What follows belongs to an exercise in optimizing a design on an open flow for small area, a short achievable clock period and few clock cycles; a production flow would make more cautious choices. The RTL was checked by simulation tests, not by an equivalence proof against the original design. No activity file was given, so power comes from the tool's default toggle rates.

==> try-umber <==
Design gdc_dbuf, start of the top module:
module gdc_dbuf (
    input  wire        clk,
    input  wire        rst,           
    input  wire        ep_valid,
    output wire        ep_ready,
    input  wire [31:0] ep_data,
    input  wire        in_valid,
    output wire        in_ready,
    input  wire [15:0] in_data,
    output reg         resp_valid,
    input  wire        resp_ready,
    output wire [31:0] resp_data,
    output reg         err_valid,
    output reg  [1:0]  err_cause,     
    output reg  [7:0]  err_opc
);
clock: 45.0 ns
lec_check: 0
cap_margin: 20
core_margin: 2
core_utilization: 60
cts_buf_list: sky130_fd_sc_hd__clkbuf_4 sky130_fd_sc_hd__clkbuf_8
place_density: 0.75
slew_margin: 20
run.sh (not shown) runs the stock make flow with config.mk's settings and CLKGATE_MAP_FILE= SYNTH_SCRIPT=/design/flow/synth_recipe.tcl, a recipe that flattens the netlist after the stock synthesis.
==> try-garnet (differences from try-umber) <==
--- a/flow/design.v
+++ b/flow/design.v
@@ -91,11 +91,11 @@
     reg        ep_rdy;
     reg        in_bv;                 
     reg [15:0] in_w;
     reg        r_v;                   
     reg [15:0] r_n;                   
-    reg [15:0] r_o;                   
+    reg [16:0] r_d;                   
     reg        ph_op;                 
     reg        k_enc, k_dec, k_rd, k_swh, k_dms;    
     reg [15:0] op_imm;                
     reg        resp_sx;               
     reg [15:0] resp_lo;
@@ -154,35 +154,26 @@
     wire [6:0] opa_wrapped = bps2 ? {1'b0, k16[2], k16[1], e1_w[3:0]}
                                   : {k32[2], k32[1], e1_w[4:0]};
     wire writing = wr_busy && r_v;
     wire wr_last = wr_one && r_v;             
     wire wr_done = !wr_busy || wr_last;       
-    wire [7:0] rd_dist0 = {1'b0, opa_wrapped} - {1'b0, wh};
-    wire [6:0] rd_dist  = rd_dist0[7] ? rd_dist0[6:0] + (bps2 ? 7'd48 : 7'd96) : rd_dist0[6:0];
-    wire       rd_free  = (wr_left[15:7] == 9'd0) && (rd_dist >= wr_left[6:0]) &&
-                          (wr_done || wfade == 5'd0);
-    reg        resp_hold;             
     wire op_resp = k_enc || k_dec || k_dms || k_rd;
-    wire resp_busy = resp_valid || resp_hold;
     wire take_hdr = !ph_op && (
                       (h_opc == OP_WRBLK  && h_ok) ? wr_done :
                       (h_opc == OP_SETBD  && h_ok) ? wr_done :
-                      (h_opc == OP_DRATIO && h_ok) ? !resp_busy :
+                      (h_opc == OP_DRATIO && h_ok) ? !resp_valid :
                       1'b1);
-    wire take_op  = ph_op && !(op_resp && resp_busy) &&
+    wire take_op  = ph_op && !(op_resp && resp_valid) &&
                     !(k_swh && !wr_done) &&
-                    !(k_rd && !rd_free);
+                    !(k_rd && !(!wr_busy || (wr_last && opa_wrapped != wh)));
     wire take     = e1_v && (take_hdr || take_op);
-    wire x_wb  = e1_v && !ph_op && h_wb  && wr_done;
-    wire x_sbd = e1_v && !ph_op && h_sbd && wr_done;
-    wire x_swh = e1_v &&  ph_op && k_swh && wr_done;
     wire ep_push = ep_valid && ep_rdy;
     wire e1_free = !e1_v || take;
     assign ep_ready = ep_rdy;
     assign in_ready = !in_bv || !r_v || wr_busy;
     wire [6:0] wh_next = (wh == (bps2 ? 7'd47 : 7'd95)) ? 7'd0 : wh + 7'd1;
-    wire       rd_cmd  = ph_op && k_rd && (wr_done || wfade == 5'd0);
+    wire       rd_cmd  = ph_op && k_rd && wr_done;    
     wire [6:0] rd_slot = rd_cmd ? opa_wrapped : (writing ? wh_next : wh);
     wire [5:0] rd_word = bps2 ? rd_slot[5:0] : rd_slot[6:1];
     reg  [15:0] rd_w;
     integer r;
     always @(*) begin
@@ -192,40 +183,33 @@
     end
     wire [15:0] rd_raw = bps2 ? rd_w : {8'h00, rd_slot[0] ? rd_w[15:8] : rd_w[7:0]};
     wire [15:0] rd_sample = decode(rd_raw, depth);
     wire        r_load = in_bv && (!r_v || writing);
     wire [15:0] r_n_nx = r_load ? in_w : r_n;
-    wire [4:0]  w_o = wfade;
-    wire [4:0]  w_n = 5'd24 - wfade;
-    wire [20:0] o_x = {{5{r_o[15]}}, r_o};
-    wire [20:0] n_x = {{5{r_n[15]}}, r_n};
-    wire [20:0] p0 = w_o[0] ? o_x      : 21'd0;
-    wire [20:0] p1 = w_o[1] ? o_x << 1 : 21'd0;
-    wire [20:0] p2 = w_o[2] ? o_x << 2 : 21'd0;
-    wire [20:0] p3 = w_o[3] ? o_x << 3 : 21'd0;
-    wire [20:0] p4 = w_o[4] ? o_x << 4 : 21'd0;
-    wire [20:0] p5 = w_n[0] ? n_x      : 21'd0;
-    wire [20:0] p6 = w_n[1] ? n_x << 1 : 21'd0;
-    wire [20:0] p7 = w_n[2] ? n_x << 2 : 21'd0;
-    wire [20:0] p8 = w_n[3] ? n_x << 3 : 21'd0;
-    wire [20:0] p9 = w_n[4] ? n_x << 4 : 21'd0;
-    function [41:0] csa;
-        input [20:0] x, y, z;
-        begin
-            csa[20:0]  = x ^ y ^ z;
-            csa[41:21] = {(x[19:0] & y[19:0]) | (x[19:0] & z[19:0]) | (y[19:0] & z[19:0]), 1'b0};
-        end
-    endfunction
-    wire [41:0] t1 = csa(p0, p1, p2);
-    wire [41:0] t2 = csa(p3, p4, p5);
-    wire [41:0] t3 = csa(p6, p7, p8);
-    wire [41:0] t4 = csa(t1[20:0], t1[41:21], t2[20:0]);
-    wire [41:0] t5 = csa(t2[41:21], t3[20:0], t3[41:21]);
-    wire [41:0] t6 = csa(t4[20:0], t4[41:21], t5[20:0]);
-    wire [41:0] t7 = csa(t5[41:21], p9, t6[20:0]);
-    wire [41:0] t8 = csa(t6[41:21], t7[20:0], t7[41:21]);
-    wire [20:0] bl_s = t8[20:0] + t8[41:21];
+    wire [16:0] r_d_nx = {rd_sample[15], rd_sample} - {r_n_nx[15], r_n_nx};
+    wire [20:0] d_x = {{4{r_d[16]}}, r_d};
+    wire [20:0] cs_a0 = wfade[0] ? d_x        : 21'd0;
+    wire [20:0] cs_a1 = wfade[1] ? d_x << 1   : 21'd0;
+    wire [20:0] cs_a2 = wfade[2] ? d_x << 2   : 21'd0;
+    wire [20:0] cs_a3 = wfade[3] ? d_x << 3   : 21'd0;
+    wire [20:0] cs_a4 = wfade[4] ? d_x << 4   : 21'd0;
+    wire [20:0] cs_a5 = {{2{r_n[15]}}, r_n, 3'd0};
+    wire [20:0] cs_a6 = {r_n[15], r_n, 4'd0};
+    wire [20:0] s1 = cs_a0 ^ cs_a1 ^ cs_a2;
+    wire [20:0] c1 = {(cs_a0[19:0] & cs_a1[19:0]) | (cs_a0[19:0] & cs_a2[19:0]) |
+                      (cs_a1[19:0] & cs_a2[19:0]), 1'b0};
+    wire [20:0] s2 = cs_a3 ^ cs_a4 ^ cs_a5;
+    wire [20:0] c2 = {(cs_a3[19:0] & cs_a4[19:0]) | (cs_a3[19:0] & cs_a5[19:0]) |
+                      (cs_a4[19:0] & cs_a5[19:0]), 1'b0};
+    wire [20:0] s3 = s1 ^ c1 ^ s2;
+    wire [20:0] c3 = {(s1[19:0] & c1[19:0]) | (s1[19:0] & s2[19:0]) | (c1[19:0] & s2[19:0]), 1'b0};
+    wire [20:0] s4 = s3 ^ c3 ^ c2;
+    wire [20:0] c4 = {(s3[19:0] & c3[19:0]) | (s3[19:0] & c2[19:0]) | (c3[19:0] & c2[19:0]), 1'b0};
+    wire [20:0] s5 = s4 ^ c4 ^ cs_a6;
+    wire [20:0] c5 = {(s4[19:0] & c4[19:0]) | (s4[19:0] & cs_a6[19:0]) |
+                      (c4[19:0] & cs_a6[19:0]), 1'b0};
+    wire [20:0] bl_s = s5 + c5;
     wire [18:0] bl_u = {1'b1, ~bl_s[20], bl_s[19:3]};
     reg [3*21*6-1:0] sfx;
     reg [15:0] bl_q;
     integer a, b;
     always @(*) begin
@@ -286,17 +270,12 @@
             ep_rdy     <= 1'b0;
             in_bv      <= 1'b0;
             r_v        <= 1'b0;
             ph_op      <= 1'b0;
             resp_valid <= 1'b0;
-            resp_hold  <= 1'b0;
             err_valid  <= 1'b0;
         end else begin
-            if (resp_hold && wr_done) begin
-                resp_hold  <= 1'b0;
-                resp_valid <= 1'b1;
-            end
             err_valid <= take && !ph_op && !h_ok;
             if (resp_valid && resp_ready) resp_valid <= 1'b0;
             if (e1_free) begin
                 if (e0_v) begin
                     e1_v <= 1'b1;
@@ -316,40 +295,39 @@
                 wh      <= wh_next;
                 wr_left <= wr_left - 16'd1;
                 wr_one  <= (wr_left == 16'd2);
                 if (wr_one) wr_busy <= 1'b0;
             end
-            if (x_wb && h_imm != 16'd0) begin
-                wr_left <= h_imm;
-                wr_busy <= 1'b1;
-                wr_one  <= (h_imm == 16'd1);
-            end
-            if (x_sbd && bd_new != depth) begin
-                depth <= bd_new;
-                wh    <= wh_after_bd;
-            end
-            if (x_swh) begin
-                wh    <= opa_wrapped;
-                wfade <= 5'd24;
-            end
             if (take && !ph_op) begin
                 if (h_known && h_two) ph_op <= 1'b1;
+                if (h_wb && h_imm != 16'd0) begin
+                    wr_left <= h_imm;
+                    wr_busy <= 1'b1;
+                    wr_one  <= (h_imm == 16'd1);
+                end
+                if (h_sbd && bd_new != depth) begin
+                    depth <= bd_new;
+                    wh    <= wh_after_bd;
+                end
                 if (h_dr) resp_valid <= 1'b1;
             end
             if (take && ph_op) begin
                 ph_op <= 1'b0;
-                if (k_rd && !wr_done) resp_hold <= 1'b1;
-                else if (op_resp) resp_valid <= 1'b1;
+                if (op_resp) resp_valid <= 1'b1;
+                if (k_swh) begin
+                    wh    <= opa_wrapped;
+                    wfade <= 5'd24;
+                end
             end
         end
     end
     always @(posedge clk) begin
         if (e1_free)          e1_w <= e0_v ? e0_w : ep_data;
         if (e1_free || !e0_v) e0_w <= ep_data;
         if (in_ready)         in_w <= in_data;
         r_n <= r_n_nx;
-        r_o <= rd_sample;
+        r_d <= r_d_nx;
         if (take && !ph_op) begin
             err_cause <= h_known ? 2'd2 : 2'd1;
             err_opc   <= h_opc;
             k_enc  <= h_ok && (h_opc == OP_ENCODE);
             k_dec  <= h_ok && (h_opc == OP_DECODE);
CORE_UTILIZATION = 40   (was 60)
PLACE_DENSITY = 0.6   (was 0.75)
==> try-tundra (differences from try-umber) <==
--- a/flow/design.v
+++ b/flow/design.v
@@ -81,20 +81,19 @@
     endfunction
     reg [767:0] mem;                  
     reg [1:0]  depth;
     reg [6:0]  wh;
     reg [4:0]  wfade;
+    reg [4:0]  wfade_n;               
     reg [15:0] wr_left;               
     reg        wr_busy;               
     reg        wr_one;                
     reg        e1_v, e0_v;            
     reg [31:0] e1_w, e0_w;
     reg        ep_rdy;
     reg        in_bv;                 
     reg [15:0] in_w;
-    reg        r_v;                   
-    reg [15:0] r_n;                   
     reg [15:0] r_o;                   
     reg        ph_op;                 
     reg        k_enc, k_dec, k_rd, k_swh, k_dms;    
     reg [15:0] op_imm;                
     reg        resp_sx;               
@@ -151,12 +150,12 @@
     end
     wire [2:0] k16 = add3(m3, neg3(l16m3));
     wire [2:0] k32 = neg3(add3(m3, neg3(l32m3)));
     wire [6:0] opa_wrapped = bps2 ? {1'b0, k16[2], k16[1], e1_w[3:0]}
                                   : {k32[2], k32[1], e1_w[4:0]};
-    wire writing = wr_busy && r_v;
-    wire wr_last = wr_one && r_v;             
+    wire writing = wr_busy && in_bv;
+    wire wr_last = wr_one && in_bv;            
     wire wr_done = !wr_busy || wr_last;       
     wire [7:0] rd_dist0 = {1'b0, opa_wrapped} - {1'b0, wh};
     wire [6:0] rd_dist  = rd_dist0[7] ? rd_dist0[6:0] + (bps2 ? 7'd48 : 7'd96) : rd_dist0[6:0];
     wire       rd_free  = (wr_left[15:7] == 9'd0) && (rd_dist >= wr_left[6:0]) &&
                           (wr_done || wfade == 5'd0);
@@ -176,11 +175,12 @@
     wire x_sbd = e1_v && !ph_op && h_sbd && wr_done;
     wire x_swh = e1_v &&  ph_op && k_swh && wr_done;
     wire ep_push = ep_valid && ep_rdy;
     wire e1_free = !e1_v || take;
     assign ep_ready = ep_rdy;
-    assign in_ready = !in_bv || !r_v || wr_busy;
+    reg  in_rdy;
+    assign in_ready = in_rdy;
     wire [6:0] wh_next = (wh == (bps2 ? 7'd47 : 7'd95)) ? 7'd0 : wh + 7'd1;
     wire       rd_cmd  = ph_op && k_rd && (wr_done || wfade == 5'd0);
     wire [6:0] rd_slot = rd_cmd ? opa_wrapped : (writing ? wh_next : wh);
     wire [5:0] rd_word = bps2 ? rd_slot[5:0] : rd_slot[6:1];
     reg  [15:0] rd_w;
@@ -190,16 +190,14 @@
         for (r = 0; r < 48; r = r + 1)
             rd_w = rd_w | (mem[16*r +: 16] & {16{rd_word == r}});
     end
     wire [15:0] rd_raw = bps2 ? rd_w : {8'h00, rd_slot[0] ? rd_w[15:8] : rd_w[7:0]};
     wire [15:0] rd_sample = decode(rd_raw, depth);
-    wire        r_load = in_bv && (!r_v || writing);
-    wire [15:0] r_n_nx = r_load ? in_w : r_n;
     wire [4:0]  w_o = wfade;
-    wire [4:0]  w_n = 5'd24 - wfade;
+    wire [4:0]  w_n = wfade_n;
     wire [20:0] o_x = {{5{r_o[15]}}, r_o};
-    wire [20:0] n_x = {{5{r_n[15]}}, r_n};
+    wire [20:0] n_x = {{5{in_w[15]}}, in_w};
     wire [20:0] p0 = w_o[0] ? o_x      : 21'd0;
     wire [20:0] p1 = w_o[1] ? o_x << 1 : 21'd0;
     wire [20:0] p2 = w_o[2] ? o_x << 2 : 21'd0;
     wire [20:0] p3 = w_o[3] ? o_x << 3 : 21'd0;
     wire [20:0] p4 = w_o[4] ? o_x << 4 : 21'd0;
@@ -221,11 +219,23 @@
     wire [41:0] t4 = csa(t1[20:0], t1[41:21], t2[20:0]);
     wire [41:0] t5 = csa(t2[41:21], t3[20:0], t3[41:21]);
     wire [41:0] t6 = csa(t4[20:0], t4[41:21], t5[20:0]);
     wire [41:0] t7 = csa(t5[41:21], p9, t6[20:0]);
     wire [41:0] t8 = csa(t6[41:21], t7[20:0], t7[41:21]);
-    wire [20:0] bl_s = t8[20:0] + t8[41:21];
+    reg  [20:0] ks_g, ks_p, bl_s;
+    integer ks_i, ks_l;
+    always @(*) begin
+        ks_g = t8[20:0] & t8[41:21];
+        ks_p = t8[20:0] ^ t8[41:21];
+        for (ks_l = 1; ks_l < 21; ks_l = ks_l * 2)
+            for (ks_i = 20; ks_i >= 0; ks_i = ks_i - 1)
+                if (ks_i >= ks_l) begin
+                    ks_g[ks_i] = ks_g[ks_i] | (ks_p[ks_i] & ks_g[ks_i - ks_l]);
+                    ks_p[ks_i] = ks_p[ks_i] & ks_p[ks_i - ks_l];
+                end
+        bl_s = (t8[20:0] ^ t8[41:21]) ^ {ks_g[19:0], 1'b0};
+    end
     wire [18:0] bl_u = {1'b1, ~bl_s[20], bl_s[19:3]};
     reg [3*21*6-1:0] sfx;
     reg [15:0] bl_q;
     integer a, b;
     always @(*) begin
@@ -276,18 +286,19 @@
     always @(posedge clk) begin
         if (rst) begin
             depth      <= 2'd3;
             wh         <= 7'd0;
             wfade      <= 5'd0;
+            wfade_n    <= 5'd24;
             wr_left    <= 16'd0;
             wr_busy    <= 1'b0;
             wr_one     <= 1'b0;
             e1_v       <= 1'b0;
             e0_v       <= 1'b0;
             ep_rdy     <= 1'b0;
             in_bv      <= 1'b0;
-            r_v        <= 1'b0;
+            in_rdy     <= 1'b1;
             ph_op      <= 1'b0;
             resp_valid <= 1'b0;
             resp_hold  <= 1'b0;
             err_valid  <= 1'b0;
         end else begin
@@ -307,14 +318,17 @@
             end else if (ep_push) begin
                 e0_v <= 1'b1;
             end
             ep_rdy <= !(e1_free ? (e0_v && ep_push) : (e0_v || ep_push));
             if (in_ready) in_bv <= in_valid;
-            if (r_load) r_v <= 1'b1;
-            else if (writing) r_v <= 1'b0;
+            in_rdy <= !(in_ready ? in_valid : in_bv) ||
+                      (x_wb && h_imm != 16'd0) || (wr_busy && !(writing && wr_one));
             if (writing) begin
-                if (wfade != 5'd0) wfade <= wfade - 5'd1;
+                if (wfade != 5'd0) begin
+                    wfade   <= wfade - 5'd1;
+                    wfade_n <= wfade_n + 5'd1;
+                end
                 wh      <= wh_next;
                 wr_left <= wr_left - 16'd1;
                 wr_one  <= (wr_left == 16'd2);
                 if (wr_one) wr_busy <= 1'b0;
             end
@@ -328,10 +342,11 @@
                 wh    <= wh_after_bd;
             end
             if (x_swh) begin
                 wh    <= opa_wrapped;
                 wfade <= 5'd24;
+                wfade_n <= 5'd0;
             end
             if (take && !ph_op) begin
                 if (h_known && h_two) ph_op <= 1'b1;
                 if (h_dr) resp_valid <= 1'b1;
             end
@@ -344,11 +359,10 @@
     end
     always @(posedge clk) begin
         if (e1_free)          e1_w <= e0_v ? e0_w : ep_data;
         if (e1_free || !e0_v) e0_w <= ep_data;
         if (in_ready)         in_w <= in_data;
-        r_n <= r_n_nx;
         r_o <= rd_sample;
         if (take && !ph_op) begin
             err_cause <= h_known ? 2'd2 : 2'd1;
             err_opc   <= h_opc;
             k_enc  <= h_ok && (h_opc == OP_ENCODE);
CORE_UTILIZATION = 40   (was 60)
CTS_BUF_LIST = unset   (was sky130_fd_sc_hd__clkbuf_4 sky130_fd_sc_hd__clkbuf_8)
PLACE_DENSITY = 0.6   (was 0.75)
==> notes <==
Against try-garnet, the clock power of try-umber is lower by about 10%. Setup slack: try-garnet < try-umber < try-tundra. Wire length: try-tundra is higher than try-garnet (3.2%). Power, highest first: try-garnet, try-tundra, try-umber. The lowest sequential power belongs to try-umber, the highest to try-garnet. Cell area: try-garnet < try-umber < try-tundra. try-umber passed the timing, design-rule and antenna checks. try-garnet produced a clean layout. try-tundra finished clean. First-iteration DRC count, lowest first: try-garnet, try-tundra, try-umber.
Testbench counts of try-umber, summed over its fixed seeds: cycles 41,934.
Testbench counts of try-garnet, summed over its fixed seeds: cycles 42,259.
Testbench counts of try-tundra, summed over its fixed seeds: cycles 41,934.

port drivers added, routing unchanged:
How much do the figures lean on ideal ports? The routed layouts below were timed once more, with nothing changed but the port constraints.
Step 1 sets driving cells, clkbuf_16 on the clock port and buf_2 on the other inputs (assumed; they add their load-dependent delay and slew).
Step 2 also shifts input and output timing later by t, the mid clock arrival at the registers, as if the neighbouring blocks saw the same clock.
Three values: ideal ports, drivers, drivers and shift; two values: the first two.
run	t, ns	slack for setup (ns)	worst slew at a driven data input, ns	pins driven straight from the clock port
try-umber	0.879	33.391 / 33.330 / 34.086	0.05	1
try-garnet	0.928	33.283 / 33.214 / 33.584	0.05	1
try-tundra	0.766	33.778 / 33.703 / 34.185	0.04	1
After both steps every run listed still meets setup and hold.
